From an optimization exercise on the open Yosys and OpenROAD flow, aimed at small area, a short achievable clock period and few clock cycles; shortcuts taken in it are not production practice.
At most, simulation tests tie the RTL to the original design; equivalence was not proved.

==> branch garnet: inputs <==
==> flow/design.v <==
module relay_rx (
    input  wire       clk,
    input  wire       rst,
    input  wire       in_valid,
    input  wire [7:0] in_data,
    output wire       in_ready,
    input  wire [7:0] target,
    output wire       frame_ready,
    output wire [7:0] frame_id,
    output wire [7:0] frame_len,
    input  wire [7:0] rd_addr,
    output wire [7:0] rd_data,
    input  wire       frame_release,
    output reg        err_valid,
    output reg  [3:0] err_cause
);
    localparam [7:0] START_MARK = 8'h02;
    localparam [7:0] END_MARK   = 8'h03;
    localparam [7:0] ESC_MARK   = 8'h1B;
    localparam [7:0] ESC_START  = 8'h30;
    localparam [7:0] ESC_END    = 8'h31;
    localparam [7:0] ESC_ESC    = 8'h32;
    localparam [7:0] BIAS       = 8'h20;
    localparam [7:0] LEN_MIN    = 8'd6;
    localparam [7:0] LEN_MAX    = 8'd150;
    localparam [7:0] N_SLAVES   = 8'd32;
    localparam [7:0] ID_OFFSET  = 8'd100;
    localparam       PAY_MAX    = 145;      
    localparam [3:0] E_BAD_ID      = 4'd1;
    localparam [3:0] E_BAD_LEN     = 4'd2;
    localparam [3:0] E_ILLEGAL_ESC = 4'd4;
    localparam [3:0] E_RAW_MARKER  = 4'd5;
    localparam [3:0] E_ESC_AT_END  = 4'd6;
    localparam [3:0] E_BAD_END     = 4'd7;
    localparam [3:0] E_BAD_NIBBLE  = 4'd8;
    localparam [3:0] E_CRC         = 4'd9;
    localparam [3:0] E_NOT_ADDR    = 4'd10;
    localparam [2:0] S_START = 3'd0;
    localparam [2:0] S_ID    = 3'd1;
    localparam [2:0] S_LEN   = 3'd2;
    localparam [2:0] S_PAY   = 3'd3;
    localparam [2:0] S_CRC   = 3'd4;
    localparam [2:0] S_END   = 3'd5;
    localparam [2:0] S_DONE  = 3'd6;
    function [15:0] crc_update;
        input [15:0] c;
        input [7:0]  b;
        integer k;
        reg [15:0] t;
        begin
            t = c ^ {8'h00, b};
            for (k = 0; k < 8; k = k + 1)
                t = t[0] ? ((t >> 1) ^ 16'hA001) : (t >> 1);
            crc_update = t;
        end
    endfunction
    reg  [8*PAY_MAX-1:0] pay_q;
    wire [8*PAY_MAX-1:0] pay_d;
    reg [2:0]  state;
    reg [7:0]  wptr;        
    reg [7:0]  remaining;   
    reg        esc_pend;
    reg [15:0] crc;
    reg        nib_bad;
    reg        crc_bad;
    reg [7:0]  fid;
    wire accept = in_valid;
    assign in_ready    = 1'b1;
    assign frame_ready = (state == S_DONE);
    assign frame_id    = fid;
    assign frame_len   = wptr;
    wire [15:0] rd_lo;
    wire [9:0]  rd_hi;
    relay_rx_dec u_dec (.a(rd_addr), .lo(rd_lo), .hi(rd_hi));
    genvar gb, gg, gj;
    generate
        for (gb = 0; gb < 8; gb = gb + 1) begin : g_bit
            wire [9:0] m;       
            wire [2:0] q;       
            for (gg = 0; gg < 9; gg = gg + 1) begin : g_grp
                wire [5:0] n;   
                wire [1:0] p;   
                for (gj = 0; gj < 5; gj = gj + 1) begin : g_tri
                    relay_rx_aoi222 u_aoi (
                        .a1(rd_lo[3 * gj]),     .a2(pay_q[8 * (16 * gg + 3 * gj) + gb]),
                        .b1(rd_lo[3 * gj + 1]), .b2(pay_q[8 * (16 * gg + 3 * gj + 1) + gb]),
                        .c1(rd_lo[3 * gj + 2]), .c2(pay_q[8 * (16 * gg + 3 * gj + 2) + gb]),
                        .y(n[gj]));
                end
                relay_rx_nand2 u_15 (.a(rd_lo[15]), .b(pay_q[8 * (16 * gg + 15) + gb]), .y(n[5]));
                relay_rx_nand3 u_p0 (.a(n[0]), .b(n[1]), .c(n[2]), .y(p[0]));
                relay_rx_nand3 u_p1 (.a(n[3]), .b(n[4]), .c(n[5]), .y(p[1]));
                relay_rx_oai21 u_g (.a1(p[0]), .a2(p[1]), .b1(rd_hi[gg]), .y(m[gg]));
            end
            relay_rx_nand3 u_144 (.a(rd_hi[9]), .b(rd_lo[0]), .c(pay_q[8 * (144) + gb]), .y(m[9]));
            relay_rx_and4 u_q0 (.a(m[0]), .b(m[1]), .c(m[2]), .d(m[3]), .y(q[0]));
            relay_rx_and4 u_q1 (.a(m[4]), .b(m[5]), .c(m[6]), .d(m[7]), .y(q[1]));
            relay_rx_and2 u_q2 (.a(m[8]), .b(m[9]), .y(q[2]));
            relay_rx_nand3 u_out (.a(q[0]), .b(q[1]), .c(q[2]), .y(rd_data[gb]));
        end
    endgenerate
    wire [7:0] in_v  = in_data - BIAS;
    wire       id_ok = ((in_v >= 8'd1) && (in_v <= N_SLAVES)) ||
                       ((in_v >= ID_OFFSET + 8'd1) && (in_v <= ID_OFFSET + N_SLAVES));
    wire       len_ok = (in_v >= LEN_MIN) && (in_v <= LEN_MAX);
    reg  [7:0] unstuffed;
    always @(*) begin
        if (!esc_pend)
            unstuffed = in_data;
        else if (in_data == ESC_START)
            unstuffed = START_MARK;
        else if (in_data == ESC_END)
            unstuffed = END_MARK;
        else
            unstuffed = ESC_MARK;
    end
    reg  [3:0] crc_nib;
    always @(*) begin
        case (remaining[1:0])
            2'd0: crc_nib = crc[15:12];
            2'd1: crc_nib = crc[11:8];
            2'd2: crc_nib = crc[7:4];
            default: crc_nib = crc[3:0];
        endcase
    end
    wire [15:0] crc_next = crc_update((state == S_ID) ? 16'h0000 : crc, unstuffed);
    wire addressed = (target >= 8'd1) && (target <= N_SLAVES) &&
                     (fid == target + ID_OFFSET);
    genvar gk, gw;
    generate
        for (gk = 0; gk < PAY_MAX; gk = gk + 1) begin : g_slot
            wire we  = (wptr == gk);
            wire nwe = ~we;
            for (gw = 0; gw < 8; gw = gw + 1) begin : g_wbit
                relay_rx_hold u_hold (.e(we), .ne(nwe), .d(unstuffed[gw]),
                                      .q(pay_q[8 * gk + gw]), .y(pay_d[8 * gk + gw]));
            end
        end
    endgenerate
    always @(posedge clk)
        pay_q <= pay_d;
    task raise_error;
        input [3:0] cause;
        begin
            err_valid <= 1'b1;
            err_cause <= cause;
            state     <= S_START;
        end
    endtask
    always @(posedge clk) begin
        if (rst) begin
            state     <= S_START;
            wptr      <= 8'd0;
            remaining <= 8'd0;
            esc_pend  <= 1'b0;
            crc       <= 16'h0000;
            nib_bad   <= 1'b0;
            crc_bad   <= 1'b0;
            fid       <= 8'd0;
            err_valid <= 1'b0;
            err_cause <= 4'd0;
        end else begin
            err_valid <= 1'b0;
            if (state == S_START)
                esc_pend <= 1'b0;
            if (accept) begin
                case (state)
                    S_START: if (in_data == START_MARK)
                        state <= S_ID;
                    S_ID: begin
                        fid <= in_v;
                        crc <= crc_next;
                        if (!id_ok)
                            raise_error(E_BAD_ID);
                        else
                            state <= S_LEN;
                    end
                    S_LEN: begin
                        crc       <= crc_next;
                        remaining <= in_v - 8'd5;
                        esc_pend  <= 1'b0;
                        wptr      <= 8'd0;
                        if (!len_ok)
                            raise_error(E_BAD_LEN);
                        else
                            state <= S_PAY;
                    end
                    S_PAY: begin
                        remaining <= remaining - 8'd1;
                        if (esc_pend) begin
                            if (in_data != ESC_START && in_data != ESC_END && in_data != ESC_ESC)
                                raise_error(E_ILLEGAL_ESC);
                            else begin
                                esc_pend <= 1'b0;
                                crc      <= crc_next;
                                wptr     <= wptr + 8'd1;
                                if (remaining == 8'd1)
                                    state <= S_CRC;
                            end
                        end else if (in_data == ESC_MARK) begin
                            esc_pend <= 1'b1;
                            if (remaining == 8'd1)
                                raise_error(E_ESC_AT_END);
                        end else if (in_data == START_MARK || in_data == END_MARK) begin
                            raise_error(E_RAW_MARKER);
                        end else begin
                            crc  <= crc_next;
                            wptr <= wptr + 8'd1;
                            if (remaining == 8'd1)
                                state <= S_CRC;
                        end
                        nib_bad <= 1'b0;
                        crc_bad <= 1'b0;
                    end
                    S_CRC: begin
                        remaining[1:0] <= remaining[1:0] + 2'd1;
                        if (in_data[7:4] != 4'h2)
                            nib_bad <= 1'b1;
                        if (in_data[3:0] != crc_nib)
                            crc_bad <= 1'b1;
                        if (remaining[1:0] == 2'd3)
                            state <= S_END;
                    end
                    S_END: begin
                        if (in_data != END_MARK)
                            raise_error(E_BAD_END);
                        else if (nib_bad)
                            raise_error(E_BAD_NIBBLE);
                        else if (crc_bad)
                            raise_error(E_CRC);
                        else if (!addressed)
                            raise_error(E_NOT_ADDR);
                        else
                            state <= S_DONE;
                    end
                    S_DONE: ;
                    default: state <= S_START;
                endcase
            end
            if (state == S_DONE && frame_release)
                state <= S_START;
        end
    end
endmodule
module relay_rx_dec (
    input  wire [7:0]  a,
    output wire [15:0] lo,
    output wire [9:0]  hi
);
    assign lo = 16'd1 << a[3:0];
    wire [15:0] h = 16'd1 << a[7:4];
    assign hi = h[9:0];
endmodule
module relay_rx_hold (
    input  wire e, ne, d, q,
    output wire y
);
    assign y = (e & d) | (ne & q);
endmodule
module relay_rx_aoi222 (
    input  wire a1, a2, b1, b2, c1, c2,
    output wire y
);
    assign y = ~((a1 & a2) | (b1 & b2) | (c1 & c2));
endmodule
module relay_rx_oai21 (
    input  wire a1, a2, b1,
    output wire y
);
    assign y = ~((a1 | a2) & b1);
endmodule
module relay_rx_nand3 (
    input  wire a, b, c,
    output wire y
);
    assign y = ~(a & b & c);
endmodule
module relay_rx_nand2 (
    input  wire a, b,
    output wire y
);
    assign y = ~(a & b);
endmodule
module relay_rx_and4 (
    input  wire a, b, c, d,
    output wire y
);
    assign y = a & b & c & d;
endmodule
module relay_rx_and2 (
    input  wire a, b,
    output wire y
);
    assign y = a & b;
endmodule
==> flow/run.sh <==
#!/bin/bash
# synth_recipe.tcl (not shown) runs the flow's synth.tcl, then flattens the netlist and writes it again
# the make line also repeats each setting of config.mk as NAME=value (left out here)
make -C /OpenROAD-flow-scripts/flow DESIGN_CONFIG=/design/flow/config.mk WORK_HOME=/design/flow/orfs CLKGATE_MAP_FILE= SYNTH_SCRIPT=/design/flow/synth_recipe.tcl finish
==> flow/config.mk <==
export PLATFORM = sky130hd
export DESIGN_NAME = relay_rx
export DESIGN_NICKNAME = relay_rx
export VERILOG_FILES = /design/flow/design.v
export SDC_FILE = /design/flow/constraint.sdc
export NUM_CORES = 4
export LEC_CHECK = 0
export CAP_MARGIN = 20
export CORE_MARGIN = 2
export CORE_UTILIZATION = 55
export CTS_BUF_LIST = sky130_fd_sc_hd__clkbuf_8 sky130_fd_sc_hd__clkbuf_16
export CTS_CLUSTER_DIAMETER = 80
export CTS_CLUSTER_SIZE = 30
export PLACE_DENSITY = 0.7
export SETUP_SLACK_MARGIN = 3.8
export SLEW_MARGIN = 20
export SYNTH_HIERARCHICAL = 1
export SYNTH_MINIMUM_KEEP_SIZE = 0
==> flow/constraint.sdc <==
create_clock -name core_clock -period 10.0 [get_ports {clk}]
set_input_delay 2.0000 -clock core_clock [delete_from_list [all_inputs] [get_ports {clk}]]
set_output_delay 2.0000 -clock core_clock [all_outputs]
set_load 0.01 [all_outputs]
==> inputs of branch delta, as changes to branch garnet <==
--- a/flow/design.v
+++ b/flow/design.v
@@ -71,5 +71,20 @@
     assign frame_len   = wptr;
-    wire [15:0] rd_lo;
+    wire [3:0]  rd_a_n;
+    wire [3:0]  rd_p01, rd_p23;
+    wire [15:0] rd_lo_n;
     wire [9:0]  rd_hi;
-    relay_rx_dec u_dec (.a(rd_addr), .lo(rd_lo), .hi(rd_hi));
+    genvar gd;
+    generate
+        for (gd = 0; gd < 4; gd = gd + 1) begin : g_dec
+            relay_rx_inv u_inv (.a(rd_addr[gd]), .y(rd_a_n[gd]));
+            relay_rx_nor2 u_p01 (.a(gd[0] ? rd_a_n[0] : rd_addr[0]),
+                                 .b(gd[1] ? rd_a_n[1] : rd_addr[1]), .y(rd_p01[gd]));
+            relay_rx_nor2 u_p23 (.a(gd[0] ? rd_a_n[2] : rd_addr[2]),
+                                 .b(gd[1] ? rd_a_n[3] : rd_addr[3]), .y(rd_p23[gd]));
+        end
+        for (gd = 0; gd < 16; gd = gd + 1) begin : g_lo
+            relay_rx_nand2 u_lo (.a(rd_p01[gd % 4]), .b(rd_p23[gd / 4]), .y(rd_lo_n[gd]));
+        end
+    endgenerate
+    relay_rx_dec u_dec (.a(rd_addr[7:4]), .hi(rd_hi));
     genvar gb, gg, gj;
@@ -80,17 +95,20 @@
             for (gg = 0; gg < 9; gg = gg + 1) begin : g_grp
-                wire [5:0] n;   
-                wire [1:0] p;   
-                for (gj = 0; gj < 5; gj = gj + 1) begin : g_tri
-                    relay_rx_aoi222 u_aoi (
-                        .a1(rd_lo[3 * gj]),     .a2(pay_q[8 * (16 * gg + 3 * gj) + gb]),
-                        .b1(rd_lo[3 * gj + 1]), .b2(pay_q[8 * (16 * gg + 3 * gj + 1) + gb]),
-                        .c1(rd_lo[3 * gj + 2]), .c2(pay_q[8 * (16 * gg + 3 * gj + 2) + gb]),
-                        .y(n[gj]));
+                wire [7:0] x;   
+                wire [3:0] n;   
+                wire       p;   
+                for (gj = 0; gj < 8; gj = gj + 1) begin : g_pair
+                    relay_rx_oai22 u_oai (
+                        .a1(rd_lo_n[2 * gj]),     .a2(pay_q[8 * (16 * gg + 2 * gj) + gb]),
+                        .b1(rd_lo_n[2 * gj + 1]), .b2(pay_q[8 * (16 * gg + 2 * gj + 1) + gb]),
+                        .y(x[gj]));
                 end
-                relay_rx_nand2 u_15 (.a(rd_lo[15]), .b(pay_q[8 * (16 * gg + 15) + gb]), .y(n[5]));
-                relay_rx_nand3 u_p0 (.a(n[0]), .b(n[1]), .c(n[2]), .y(p[0]));
-                relay_rx_nand3 u_p1 (.a(n[3]), .b(n[4]), .c(n[5]), .y(p[1]));
-                relay_rx_oai21 u_g (.a1(p[0]), .a2(p[1]), .b1(rd_hi[gg]), .y(m[gg]));
+                for (gj = 0; gj < 4; gj = gj + 1) begin : g_nor
+                    relay_rx_nor2 u_nor (.a(x[2 * gj]), .b(x[2 * gj + 1]), .y(n[gj]));
+                end
+                relay_rx_nand4 u_p (.a(n[0]), .b(n[1]), .c(n[2]), .d(n[3]), .y(p));
+                relay_rx_nand2 u_g (.a(rd_hi[gg]), .b(p), .y(m[gg]));
             end
-            relay_rx_nand3 u_144 (.a(rd_hi[9]), .b(rd_lo[0]), .c(pay_q[8 * (144) + gb]), .y(m[9]));
+            wire t144;
+            relay_rx_nor2 u_t144 (.a(rd_lo_n[0]), .b(pay_q[8 * 144 + gb]), .y(t144));
+            relay_rx_nand2 u_144 (.a(rd_hi[9]), .b(t144), .y(m[9]));
             relay_rx_and4 u_q0 (.a(m[0]), .b(m[1]), .c(m[2]), .d(m[3]), .y(q[0]));
@@ -134,3 +152,3 @@
             for (gw = 0; gw < 8; gw = gw + 1) begin : g_wbit
-                relay_rx_hold u_hold (.e(we), .ne(nwe), .d(unstuffed[gw]),
+                relay_rx_hold u_hold (.e(we), .ne(nwe), .d(~unstuffed[gw]),
                                       .q(pay_q[8 * gk + gw]), .y(pay_d[8 * gk + gw]));
@@ -245,27 +263,19 @@
 module relay_rx_dec (
-    input  wire [7:0]  a,
-    output wire [15:0] lo,
-    output wire [9:0]  hi
+    input  wire [3:0] a,
+    output wire [9:0] hi
 );
-    assign lo = 16'd1 << a[3:0];
-    wire [15:0] h = 16'd1 << a[7:4];
+    wire [15:0] h = 16'd1 << a;
     assign hi = h[9:0];
 endmodule
-module relay_rx_hold (
-    input  wire e, ne, d, q,
+module relay_rx_inv (
+    input  wire a,
     output wire y
 );
-    assign y = (e & d) | (ne & q);
-endmodule
-module relay_rx_aoi222 (
-    input  wire a1, a2, b1, b2, c1, c2,
-    output wire y
-);
-    assign y = ~((a1 & a2) | (b1 & b2) | (c1 & c2));
+    assign y = ~a;
 endmodule
-module relay_rx_oai21 (
-    input  wire a1, a2, b1,
+module relay_rx_hold (
+    input  wire e, ne, d, q,
     output wire y
 );
-    assign y = ~((a1 | a2) & b1);
+    assign y = (e & d) | (ne & q);
 endmodule
@@ -295 +305,19 @@
 endmodule
+module relay_rx_oai22 (
+    input  wire a1, a2, b1, b2,
+    output wire y
+);
+    assign y = ~((a1 | a2) & (b1 | b2));
+endmodule
+module relay_rx_nand4 (
+    input  wire a, b, c, d,
+    output wire y
+);
+    assign y = ~(a & b & c & d);
+endmodule
+module relay_rx_nor2 (
+    input  wire a, b,
+    output wire y
+);
+    assign y = ~(a | b);
+endmodule
--- a/flow/config.mk
+++ b/flow/config.mk
@@ -14,3 +14,3 @@
 export PLACE_DENSITY = 0.7
-export SETUP_SLACK_MARGIN = 3.8
+export SETUP_SLACK_MARGIN = 4.5
 export SLEW_MARGIN = 20
==> inputs of branch yarrow, as changes to branch garnet <==
--- a/flow/config.mk
+++ b/flow/config.mk
@@ -9,3 +9,3 @@
 export CORE_MARGIN = 2
-export CORE_UTILIZATION = 55
+export CORE_UTILIZATION = 60
 export CTS_BUF_LIST = sky130_fd_sc_hd__clkbuf_8 sky130_fd_sc_hd__clkbuf_16
@@ -13,3 +13,3 @@
 export CTS_CLUSTER_SIZE = 30
-export PLACE_DENSITY = 0.7
+export PLACE_DENSITY = 0.72
 export SETUP_SLACK_MARGIN = 3.8
==> flow_summary.yaml <==
status:
  status: "timing/DRC/antenna clean"
final_layout:
  nFillCells: 6115
  multi_input_area_share_pct: 40.7
  layout_common_cells: "1211 x dfxtp_1, 1160 x a22o_1, 515 x o22ai_1, 303 x nor2_1, 261 x nand2_1"
min_path:
  min_from: "err_cause[3]"
synth:
  synthTopCellsByCount: "1211 x dfxtp_1, 1160 x a22o_1, 584 x o22ai_1, 362 x nor2_1, 285 x nand2_1"
  syn_area_sq_mm: 0.0446
  synth-simple-area-share_pct: 8.89
  muxShareOfSynthArea_pct: 0.295
  synth_top_area_share_pct: 54.4
grt:
  antenna_found_initial: 8
  grt_use_total_pct: 43.5
  grt_max_degree: 148
power_and_ir_drop:
  combinationalPower_mw: 0.930
  p_clk_share_pct: 31.3
routing:
  drt_first_pass_iters: 12
floorplanning:
  fp.dieH_microns: 289
sta:
  worstMarginPinSlew_ns: 1.34
That was branch delta.
==> flow_summary.yaml <==
final_layout:
  nFillCells: 6428
  antennaDiodeCount: 0
  layout_common_cells: "1211 x dfxtp_1, 1161 x a22o_1, 364 x a222oi_1, 271 x nand2_1, 170 x inv_1"
status:
  status: "timing/DRC/antenna clean"
floorplanning:
  fp.dieH_microns: 288
synth:
  synthTopCellsByCount: "1211 x dfxtp_1, 1161 x a22o_1, 364 x a222oi_1, 272 x nand2_1, 178 x nand3_1"
  synthesis.nets: 3947
  synth_top_area_share_pct: 54.8
  syn_area_sq_mm: 0.0442
sta:
  worstMarginPinSlew_ns: 1.23
  slew_headroom_pct: 17.7
grt:
  grt_max_degree: 147
  grt_use_total_pct: 34.2
  grt_pass1_vias: 33919
  antenna_found_initial: 4
worst_setup_path:
  crit_required_ns: 8.00
min_path:
  min_from: "remaining[6]"
routing:
  drt_first_pass_iters: 14
That was branch garnet.
==> flow_summary.yaml <==
power_and_ir_drop:
  p_clk_share_pct: 33.4
  combinationalPower_mw: 0.316
synth:
  synth-simple-area-share_pct: 7.27
  syn_area_sq_mm: 0.0442
  synth_top_area_share_pct: 54.8
min_path:
  min_from: "pay_q[94]"
status:
  status: "timing/DRC/antenna clean"
grt:
  grt_max_degree: 147
  antenna_found_initial: 4
  grt_use_total_pct: 38.1
routing:
  drt_first_pass_iters: 12
sta:
  worstMarginPinSlew_ns: 1.24
floorplanning:
  fp.dieH_microns: 275
That was branch yarrow.
Testbench counts of branch garnet, summed over its fixed seeds: cycles 25,166.
Testbench counts of branch yarrow, summed over its fixed seeds: cycles 25,166.
Function not checked in branch delta: the RTL went through the layout flow alone.

re-timing with driven ports:
The flow's constraints put no driver on any port. The routed layouts listed below were extracted and timed again, unchanged, in two steps. Step 1 assumes that a clkbuf_16 drives the clock port and a buf_2 every other input. Step 2 times the ports against the registers' clock, not the clock port: input delays grow and output delays shrink by t, the midpoint of the rising clock arrivals with the driver on. Three values: ideal ports, drivers, drivers and shift; two values: the first two.
| run | t, ns | setup slack, ns | hold slack, ns | worst setup path at the end |
|---|---|---|---|---|
| branch garnet | 0.722 | 3.690 / 3.427 / 3.427 | 0.478 / 0.478 / 0.478 | input to output |
| branch delta | 0.734 | 3.673 / 3.623 / 3.623 | 0.479 / 0.479 / 0.479 | input to output |
| branch yarrow | 0.721 | 3.577 / 3.438 / 3.438 | 0.480 / 0.480 / 0.480 | input to output |
After both steps every run listed still meets setup and hold. The setup slack of branch garnet, which loses most, moves by -0.263 ns with the drivers and by -0.263 ns with both steps.
